Source: an optimization exercise on an open RTL-to-GDS flow (aim: small area, a short achievable clock period and few clock cycles per item). Production flows keep margins and buffers that such runs may drop.
Only simulation tests tie the RTL to the original design; equivalence was not proved.
No driver is modelled on the clock port, so clock power and skew are understated where the tree is cut down; a real chip needs a root buffer or a tree.
Power is estimated from default activity; no workload was simulated.

==> 09-12: inputs <==
## esq1_core
module esq1_core (
    input  wire        clk,
    input  wire        rst,
    input  wire        cmd_valid,
    output wire        cmd_ready,
    input  wire [31:0] cmd,
    output reg         done,
    output reg  [15:0] res,
    output reg  [2:0]  err,
    output reg  [7:0]  sub,
    output reg  [15:0] pos,
    output reg         sticky
);
Settings: LEC_CHECK=0, ABC_AREA=1, CAP_MARGIN=30, CORE_MARGIN=2, CORE_UTILIZATION=58, PLACE_DENSITY=0.68, SLEW_MARGIN=20; clock period 10.0 ns.
standard.sh (not shown) runs the stock make flow with config.mk's settings and CLKGATE_MAP_FILE= SYNTH_SCRIPT=/design/flow/synth_recipe.tcl, a recipe that flattens the netlist after the stock synthesis.
==> flow/flow/run.sh <==
#!/bin/bash
# The standard layout (the standard.sh: standard synthesis, floorplan,
# placement, CTS, routing) with these changes to how it is made:
# - ORFS's timing repair aims below the clock period: repair_timing treats a
#   path as failing until its slack reaches SETUP_SLACK_MARGIN ns, so the
#   sized netlist runs well under the 10 ns clock;
# - the port buffers are buf_4 (ORFS would pick a delay cell);
# - CTS clusters up to 25 sinks per leaf buffer (within 80 um) and adds no
#   dummy loads;
# - after CTS, post_cts.tcl moves the clock pin to the middle of the left
#   edge and rebuilds the top of the clock tree: the clock
#   port drives four buffers next to it, one per region, that drive the
#   leaf buffers
#   (retree.tcl); the tree stays balanced, one level shallower;
# - after global routing, post_grt.tcl repairs antennas with a margin so
#   detailed routing needs no antenna re-route passes.
# The SDC and every other setting stay the standard flow's.
set -euo pipefail
here=$(pwd)
bash standard.sh SETUP_SLACK_MARGIN=7.0 \
  "BUFFER_PORTS_ARGS=-buffer_cell sky130_fd_sc_hd__buf_4" \
  "CTS_ARGS=-sink_clustering_enable -repair_clock_nets -sink_clustering_size 25 -sink_clustering_max_diameter 80 -dont_use_dummy_load" \
  POST_CTS_TCL="$here/flow/post_cts.tcl" \
  POST_GLOBAL_ROUTE_TCL="$here/flow/post_grt.tcl" \
  finish > flow_standard.log 2>&1
==> flow/flow/post_cts.tcl <==
# POST_CTS hook: rebuild the top of the clock tree (see retree.tcl), then
# legalize the new buffers and repair timing again on the new tree.
source [file join [file dirname [info script]] retree.tcl]
center_clk_pin
retree_clock 4
detailed_placement
estimate_parasitics -placement
repair_timing_helper
detailed_placement
check_placement -verbose
Other scripts of this flow, unchanged in this note and not shown: flow/flow/post_grt.tcl, flow/flow/retree.tcl
==> 10-06 (differences from 09-12) <==
--- a/flow/design.v
+++ b/flow/design.v
@@ -1784,208 +1784,212 @@
         ({8{lbhit8}} & lb8) |
         ({8{lbhit9}} & lb9) |
         ({8{lbhit10}} & lb10) |
         ({8{lbhit11}} & lb11) |
         ({8{lbhit12}} & lb12) |
         ({8{lbhit13}} & lb13) |
         ({8{lbhit14}} & lb14) |
         ({8{lbhit15}} & lb15) |
+        ({8{hit_f00}} & {f00[6], f00}) |
+        ({8{hit_f01}} & {f01[6], f01}) |
+        ({8{hit_f02}} & {f02[6], f02}) |
+        ({8{hit_f03}} & f03) |
+        ({8{hit_f04}} & f04) |
+        ({8{hit_f05}} & f05) |
+        ({8{hit_f06}} & f06) |
+        ({8{hit_f07}} & {2'd0, f07}) |
+        ({8{hit_f08}} & f08) |
+        ({8{hit_f09}} & f09);
+    wire [7:0] rd_p1 =
         ({8{lbhit16}} & lb16) |
         ({8{lbhit17}} & lb17) |
         ({8{lbhit18}} & lb18) |
         ({8{lbhit19}} & lb19) |
         ({8{lbhit20}} & lb20) |
         ({8{lbhit21}} & lb21) |
         ({8{lbhit22}} & lb22) |
         ({8{lbhit23}} & lb23) |
         ({8{lbhit24}} & lb24) |
         ({8{lbhit25}} & lb25) |
-        ({8{hit_f00}} & {f00[6], f00}) |
-        ({8{hit_f01}} & {f01[6], f01}) |
-        ({8{hit_f02}} & {f02[6], f02}) |
-        ({8{hit_f03}} & f03) |
-        ({8{hit_f04}} & f04) |
-        ({8{hit_f05}} & f05) |
-        ({8{hit_f06}} & f06) |
-        ({8{hit_f07}} & {2'd0, f07}) |
-        ({8{hit_f08}} & f08) |
-        ({8{hit_f09}} & f09) |
+        ({8{lbhit46}} & lb46) |
+        ({8{lbhit47}} & lb47) |
+        ({8{lbhit48}} & lb48) |
+        ({8{lbhit49}} & lb49) |
         ({8{hit_f10}} & {f10[6], f10}) |
         ({8{hit_f11}} & {f11[6], f11}) |
         ({8{hit_f12}} & {f12[6], f12}) |
         ({8{hit_f13}} & f13) |
         ({8{hit_f14}} & f14) |
         ({8{hit_f15}} & f15) |
         ({8{hit_f16}} & f16) |
         ({8{hit_f17}} & {2'd0, f17}) |
         ({8{hit_f18}} & f18) |
-        ({8{hit_f19}} & f19);
-    wire [7:0] rd_p1 =
+        ({8{hit_f19}} & f19) |
+        ({8{hit_f40}} & {6'd0, f40}) |
+        ({8{hit_f41}} & {2'd0, f41}) |
+        ({8{hit_f42}} & {4'd0, f42}) |
+        ({8{hit_f43}} & {7'd0, f43}) |
+        ({8{hit_f44}} & {7'd0, f44}) |
+        ({8{hit_f45}} & {2'd0, f45}) |
+        ({8{hit_f46}} & {2'd0, f46}) |
+        ({8{hit_f47}} & {2'd0, f47});
+    wire [7:0] rd_p2 =
         ({8{lbhit26}} & lb26) |
         ({8{lbhit27}} & lb27) |
         ({8{lbhit28}} & lb28) |
         ({8{lbhit29}} & lb29) |
         ({8{lbhit30}} & lb30) |
         ({8{lbhit31}} & lb31) |
         ({8{lbhit32}} & lb32) |
         ({8{lbhit33}} & lb33) |
         ({8{lbhit34}} & lb34) |
         ({8{lbhit35}} & lb35) |
-        ({8{lbhit36}} & lb36) |
-        ({8{lbhit37}} & lb37) |
-        ({8{lbhit38}} & lb38) |
-        ({8{lbhit39}} & lb39) |
-        ({8{lbhit40}} & lb40) |
-        ({8{lbhit41}} & lb41) |
-        ({8{lbhit42}} & lb42) |
-        ({8{lbhit43}} & lb43) |
-        ({8{lbhit44}} & lb44) |
-        ({8{lbhit45}} & lb45) |
-        ({8{lbhit46}} & lb46) |
-        ({8{lbhit47}} & lb47) |
-        ({8{lbhit48}} & lb48) |
-        ({8{lbhit49}} & lb49) |
+        ({8{lbhit50}} & lb50) |
+        ({8{lbhit51}} & lb51) |
+        ({8{lbhit52}} & lb52) |
+        ({8{lbhit53}} & lb53) |
         ({8{hit_f20}} & {f20[6], f20}) |
         ({8{hit_f21}} & {f21[6], f21}) |
         ({8{hit_f22}} & {f22[6], f22}) |
         ({8{hit_f23}} & f23) |
         ({8{hit_f24}} & f24) |
         ({8{hit_f25}} & f25) |
         ({8{hit_f26}} & f26) |
         ({8{hit_f27}} & {2'd0, f27}) |
         ({8{hit_f28}} & f28) |
         ({8{hit_f29}} & f29) |
+        ({8{hit_f48}} & {6'd0, f48}) |
+        ({8{hit_f49}} & {2'd0, f49}) |
+        ({8{hit_f4a}} & {4'd0, f4a}) |
+        ({8{hit_f4b}} & {7'd0, f4b}) |
+        ({8{hit_f4c}} & {7'd0, f4c}) |
+        ({8{hit_f4d}} & {2'd0, f4d}) |
+        ({8{hit_f4e}} & {2'd0, f4e}) |
+        ({8{hit_f4f}} & {2'd0, f4f});
+    wire [7:0] rd_p3 =
+        ({8{lbhit36}} & lb36) |
+        ({8{lbhit37}} & lb37) |
+        ({8{lbhit38}} & lb38) |
+        ({8{lbhit39}} & lb39) |
+        ({8{lbhit40}} & lb40) |
+        ({8{lbhit41}} & lb41) |
+        ({8{lbhit42}} & lb42) |
+        ({8{lbhit43}} & lb43) |
+        ({8{lbhit44}} & lb44) |
+        ({8{lbhit45}} & lb45) |
+        ({8{lbhit54}} & lb54) |
+        ({8{lbhit55}} & lb55) |
+        ({8{lbhit56}} & lb56) |
+        ({8{lbhit57}} & lb57) |
         ({8{hit_f30}} & {f30[6], f30}) |
         ({8{hit_f31}} & {f31[6], f31}) |
         ({8{hit_f32}} & {f32[6], f32}) |
         ({8{hit_f33}} & f33) |
         ({8{hit_f34}} & f34) |
         ({8{hit_f35}} & f35) |
         ({8{hit_f36}} & f36) |
         ({8{hit_f37}} & {2'd0, f37}) |
         ({8{hit_f38}} & f38) |
         ({8{hit_f39}} & f39) |
-        ({8{hit_f40}} & {6'd0, f40}) |
-        ({8{hit_f41}} & {2'd0, f41}) |
-        ({8{hit_f42}} & {4'd0, f42}) |
-        ({8{hit_f43}} & {7'd0, f43}) |
-        ({8{hit_f44}} & {7'd0, f44}) |
-        ({8{hit_f45}} & {2'd0, f45}) |
-        ({8{hit_f46}} & {2'd0, f46}) |
-        ({8{hit_f47}} & {2'd0, f47});
-    wire [7:0] rd_p2 =
-        ({8{lbhit50}} & lb50) |
-        ({8{lbhit51}} & lb51) |
-        ({8{lbhit52}} & lb52) |
-        ({8{lbhit53}} & lb53) |
-        ({8{lbhit54}} & lb54) |
-        ({8{lbhit55}} & lb55) |
-        ({8{lbhit56}} & lb56) |
-        ({8{lbhit57}} & lb57) |
+        ({8{hit_f50}} & {6'd0, f50}) |
+        ({8{hit_f51}} & {2'd0, f51}) |
+        ({8{hit_f52}} & {4'd0, f52}) |
+        ({8{hit_f53}} & {7'd0, f53}) |
+        ({8{hit_f54}} & {7'd0, f54}) |
+        ({8{hit_f55}} & {2'd0, f55}) |
+        ({8{hit_f56}} & {2'd0, f56}) |
+        ({8{hit_f57}} & {2'd0, f57});
+    wire [7:0] rd_p4 =
         ({8{lbhit58}} & lb58) |
         ({8{lbhit59}} & lb59) |
         ({8{lbhit60}} & lb60) |
         ({8{lbhit61}} & lb61) |
         ({8{lbhit62}} & lb62) |
         ({8{lbhit63}} & lb63) |
         ({8{lbhit64}} & lb64) |
         ({8{lbhit65}} & lb65) |
         ({8{lbhit66}} & lb66) |
         ({8{lbhit67}} & lb67) |
-        ({8{lbhit68}} & lb68) |
-        ({8{lbhit69}} & lb69) |
-        ({8{lbhit70}} & lb70) |
-        ({8{lbhit71}} & lb71) |
-        ({8{lbhit72}} & lb72) |
-        ({8{lbhit73}} & lb73) |
-        ({8{lbhit74}} & lb74) |
-        ({8{lbhit75}} & lb75) |
-        ({8{lbhit76}} & lb76) |
-        ({8{lbhit77}} & lb77) |
-        ({8{hit_f48}} & {6'd0, f48}) |
-        ({8{hit_f49}} & {2'd0, f49}) |
-        ({8{hit_f4a}} & {4'd0, f4a}) |
-        ({8{hit_f4b}} & {7'd0, f4b}) |
-        ({8{hit_f4c}} & {7'd0, f4c}) |
-        ({8{hit_f4d}} & {2'd0, f4d}) |
-        ({8{hit_f4e}} & {2'd0, f4e}) |
-        ({8{hit_f4f}} & {2'd0, f4f}) |
-        ({8{hit_f50}} & {6'd0, f50}) |
-        ({8{hit_f51}} & {2'd0, f51}) |
-        ({8{hit_f52}} & {4'd0, f52}) |
-        ({8{hit_f53}} & {7'd0, f53}) |
-        ({8{hit_f54}} & {7'd0, f54}) |
-        ({8{hit_f55}} & {2'd0, f55}) |
-        ({8{hit_f56}} & {2'd0, f56}) |
-        ({8{hit_f57}} & {2'd0, f57}) |
         ({8{hit_f60}} & f60) |
         ({8{hit_f61}} & {3'd0, f61}) |
         ({8{hit_f62}} & {4'd0, f62}) |
         ({8{hit_f63}} & {4'd0, f63}) |
         ({8{hit_f64}} & {f64[6], f64}) |
         ({8{hit_f65}} & {f65[6], f65}) |
         ({8{hit_f66}} & f66) |
         ({8{hit_f67}} & {7'd0, f67}) |
         ({8{hit_f68}} & {2'd0, f68}) |
         ({8{hit_f69}} & {4'd0, f69}) |
         ({8{hit_f6a}} & {4'd0, f6a}) |
         ({8{hit_f6b}} & {f6b[6], f6b}) |
-        ({8{hit_f6c}} & {f6c[6], f6c}) |
+        ({8{hit_f6c}} & {f6c[6], f6c});
+    wire [7:0] rd_p5 =
+        ({8{lbhit68}} & lb68) |
+        ({8{lbhit69}} & lb69) |
+        ({8{lbhit70}} & lb70) |
+        ({8{lbhit71}} & lb71) |
+        ({8{lbhit72}} & lb72) |
+        ({8{lbhit73}} & lb73) |
+        ({8{lbhit74}} & lb74) |
+        ({8{lbhit75}} & lb75) |
+        ({8{lbhit76}} & lb76) |
+        ({8{lbhit77}} & lb77) |
         ({8{hit_f70}} & f70) |
         ({8{hit_f71}} & {3'd0, f71}) |
         ({8{hit_f72}} & {4'd0, f72}) |
         ({8{hit_f73}} & {4'd0, f73}) |
         ({8{hit_f74}} & {f74[6], f74}) |
         ({8{hit_f75}} & {f75[6], f75}) |
         ({8{hit_f76}} & f76) |
         ({8{hit_f77}} & {7'd0, f77}) |
         ({8{hit_f78}} & {2'd0, f78}) |
         ({8{hit_f79}} & {4'd0, f79}) |
         ({8{hit_f7a}} & {4'd0, f7a}) |
         ({8{hit_f7b}} & {f7b[6], f7b}) |
         ({8{hit_f7c}} & {f7c[6], f7c});
-    wire [7:0] rd_p3 =
+    wire [7:0] rd_p6 =
         ({8{lbhit78}} & lb78) |
         ({8{lbhit79}} & lb79) |
         ({8{lbhit80}} & lb80) |
         ({8{lbhit81}} & lb81) |
         ({8{lbhit82}} & lb82) |
         ({8{lbhit83}} & lb83) |
         ({8{lbhit84}} & lb84) |
         ({8{lbhit85}} & lb85) |
         ({8{lbhit86}} & lb86) |
         ({8{lbhit87}} & lb87) |
+        ({8{hit_f80}} & f80) |
+        ({8{hit_f81}} & {3'd0, f81}) |
+        ({8{hit_f82}} & {4'd0, f82}) |
+        ({8{hit_f83}} & {4'd0, f83}) |
+        ({8{hit_f84}} & {f84[6], f84}) |
+        ({8{hit_f85}} & {f85[6], f85}) |
+        ({8{hit_f86}} & f86) |
+        ({8{hit_f87}} & {7'd0, f87}) |
+        ({8{hit_f88}} & {2'd0, f88}) |
+        ({8{hit_f89}} & {4'd0, f89}) |
+        ({8{hit_f8a}} & {4'd0, f8a}) |
+        ({8{hit_f8b}} & {f8b[6], f8b}) |
+        ({8{hit_f8c}} & {f8c[6], f8c});
+    wire [7:0] rd_p7 =
         ({8{lbhit88}} & lb88) |
         ({8{lbhit89}} & lb89) |
         ({8{lbhit90}} & lb90) |
         ({8{lbhit91}} & lb91) |
         ({8{lbhit92}} & lb92) |
         ({8{lbhit93}} & lb93) |
         ({8{lbhit94}} & lb94) |
         ({8{lbhit95}} & lb95) |
         ({8{lbhit96}} & lb96) |
         ({8{lbhit97}} & lb97) |
         ({8{lbhit98}} & lb98) |
         ({8{lbhit99}} & lb99) |
         ({8{lbhit100}} & lb100) |
         ({8{lbhit101}} & lb101) |
-        ({8{hit_f80}} & f80) |
-        ({8{hit_f81}} & {3'd0, f81}) |
-        ({8{hit_f82}} & {4'd0, f82}) |
-        ({8{hit_f83}} & {4'd0, f83}) |
-        ({8{hit_f84}} & {f84[6], f84}) |
-        ({8{hit_f85}} & {f85[6], f85}) |
-        ({8{hit_f86}} & f86) |
-        ({8{hit_f87}} & {7'd0, f87}) |
-        ({8{hit_f88}} & {2'd0, f88}) |
-        ({8{hit_f89}} & {4'd0, f89}) |
-        ({8{hit_f8a}} & {4'd0, f8a}) |
-        ({8{hit_f8b}} & {f8b[6], f8b}) |
-        ({8{hit_f8c}} & {f8c[6], f8c}) |
         ({8{hit_fa0}} & {fa0[6], fa0}) |
         ({8{hit_fa1}} & {7'd0, fa1}) |
         ({8{hit_fa2}} & {1'd0, fa2}) |
         ({8{hit_fa3}} & {7'd0, fa3}) |
         ({8{hit_fa4}} & {2'd0, fa4}) |
         ({8{hit_fa5}} & {7'd0, fa5}) |
         ({8{hit_fa6}} & {7'd0, fa6}) |
         ({8{hit_fa7}} & {4'd0, fa7}) |
@@ -2254,38 +2258,42 @@
         res_we    <= ok1 & n_res_we;
         srst_x    <= ok1 & n_srst;
         errf_x    <= ok1 & (n_err != E_NONE);
         err_x     <= n_err;
         sub_x     <= n_sub;
         pos_x     <= n_pos;
     end
     reg        v3, ext3, res_we3, srst3, errf3;
-    reg [7:0]  rdp3_0, rdp3_1, rdp3_2, rdp3_3, rdo3;
+    reg [7:0]  rdp3_0, rdp3_1, rdp3_2, rdp3_3, rdp3_4, rdp3_5, rdp3_6, rdp3_7, rdo3;
     reg [3:0]  hnib3;
     reg [2:0]  err3;
     reg [7:0]  sub3;
     reg [15:0] pos3;
     always @(posedge clk) begin
         v3      <= vx & ~rst;
         rdp3_0  <= rd_p0;
         rdp3_1  <= rd_p1;
         rdp3_2  <= rd_p2;
         rdp3_3  <= rd_p3;
+        rdp3_4  <= rd_p4;
+        rdp3_5  <= rd_p5;
+        rdp3_6  <= rd_p6;
+        rdp3_7  <= rd_p7;
         rdo3    <= rd_o;
         hnib3   <= hnib;
         ext3    <= ext;
         res_we3 <= res_we & ~rst;
         srst3   <= srst_x;
         errf3   <= errf_x & ~rst;
         err3    <= err_x;
         sub3    <= sub_x;
         pos3    <= pos_x;
     end
-    wire [7:0] rd3 = rdp3_0 | rdp3_1 | rdp3_2 | rdp3_3 | rdo3;
+    wire [7:0] rd3 = rdp3_0 | rdp3_1 | rdp3_2 | rdp3_3 | rdp3_4 | rdp3_5 | rdp3_6 | rdp3_7 | rdo3;
     always @(posedge clk) begin
         done <= v3 & ~rst;
         err  <= err3;
         sub  <= sub3;
         pos  <= pos3;
         if (rst || srst3) begin
             res    <= 16'd0;
             sticky <= 1'b0;
==> flow/flow/run.sh (replaced) <==
#!/bin/bash
# The standard layout (the standard.sh: standard synthesis, floorplan,
# placement, CTS, routing), with these changes to how it is made:
# - ORFS's timing repair aims below the clock period: repair_timing treats
#   a path as failing until its slack reaches SETUP_SLACK_MARGIN ns, so the
#   sized netlist runs well under the 10 ns clock;
# - the port buffers are buf_4 (ORFS would pick a delay cell);
# - CTS clusters up to 25 sinks per leaf buffer (within 80 um) and adds no
#   dummy loads;
# - after CTS, post_cts.tcl moves the clock pin to the middle of the left
#   edge and rebuilds the top of the clock tree (retree.tcl): the clock
#   port drives four buffers next to it, one per region of the die, and
#   each drives the leaf buffers of its region. The tree stays balanced
#   and is one level shallower than the one CTS builds;
# - clock nets are routed on met4 and met5 (ORFS: met3 and up), which have
#   less capacitance per um, so the long nets of the shallow tree are faster;
# - after global routing, post_grt.tcl repairs antennas again with a margin,
#   so detailed routing needs no antenna repair-and-reroute passes.
# The SDC, the clock period and every other setting stay the standard flow's.
set -euo pipefail
here=$(pwd)
bash standard.sh SETUP_SLACK_MARGIN=7.0 \
  "BUFFER_PORTS_ARGS=-buffer_cell sky130_fd_sc_hd__buf_4" \
  "CTS_ARGS=-sink_clustering_enable -repair_clock_nets -sink_clustering_size 25 -sink_clustering_max_diameter 80 -dont_use_dummy_load" \
  MIN_CLK_ROUTING_LAYER=met4 \
  POST_CTS_TCL="$here/flow/post_cts.tcl" \
  POST_GLOBAL_ROUTE_TCL="$here/flow/post_grt.tcl" \
  finish > flow_standard.log 2>&1
==> flow/flow/post_cts.tcl (replaced) <==
# POST_CTS hook: put the clock pin at the middle of the left edge, rebuild
# the top of the clock tree (see retree.tcl), legalize the new buffers and
# repair timing again on the new tree.
source [file join [file dirname [info script]] retree.tcl]
center_clk_pin
retree_clock 4
detailed_placement
estimate_parasitics -placement
repair_timing_helper
detailed_placement
check_placement -verbose
==> comparison table <==
Run status: 10-06 complete, no violations; 09-12 complete, no violations
Number of cells produced by synthesis: 10-06 10080; 09-12 10127
Sequential cell count: 10-06 1979; 09-12 1947
Area of the multi-input gates: 10-06 34700 µm²; 09-12 35900 µm²
Weighted congestion at the end of routability-driven global placement: 10-06 1.06; 09-12 1.12
Combined global-route utilization of all metal layers: 10-06 45.9%; 09-12 50.9%
Number of synthesized register bits: 10-06 1979; 09-12 1947
WL per Instance: 10-06 29.7 µm; 09-12 32.3 µm
Post-synth net total: 10-06 10115; 09-12 10162
Critical register-to-register path endpoint: 10-06 rdp3_1[3]$_DFF_P_; 09-12 rdp3_1[1]$_DFF_P_
Area growth from synthesis to final layout: 10-06 6.63%; 09-12 8.82%
Number of nets at the end of the flow: 10-06 9937; 09-12 10076
Vias in the first global route: 10-06 76038; 09-12 77819
Per-cell via count in the routed design: 10-06 7.09; 09-12 7.28
Flop+latch power: 10-06 7.98 mW; 09-12 7.86 mW
Testbench counts of 09-12, summed over its fixed seeds: cycles 13,568, cmds 13,544.
Testbench counts of 10-06, summed over its fixed seeds: cycles 13,568, cmds 13,544.

-- separate check: timing with driven ports --
The flow's constraints put no driver on any port. The routed layouts listed below were extracted and timed again, unchanged, in two steps. Step 1, drivers: a clkbuf_16 drives clk and a buf_2 each remaining input, both assumed. Step 2 also shifts input and output timing later by t, the mid clock arrival at the registers, as if the neighbouring blocks saw the same clock. Slacks: ideal / step 1 / step 2; pairs: ideal / step 1.
run	t, ns	slack for setup (ns)	worst slew at a driven data input, ns	cell pins on the clock port's net
09-12	0.689	6.739 / 6.680 / 6.258	0.08	4
10-06	0.666	6.758 / 6.698 / 6.488	0.08	4
After both steps setup and hold are still met in every run listed. For 09-12, which loses most, drivers alone change the setup slack by -0.059 ns; drivers and shift together by -0.481 ns.
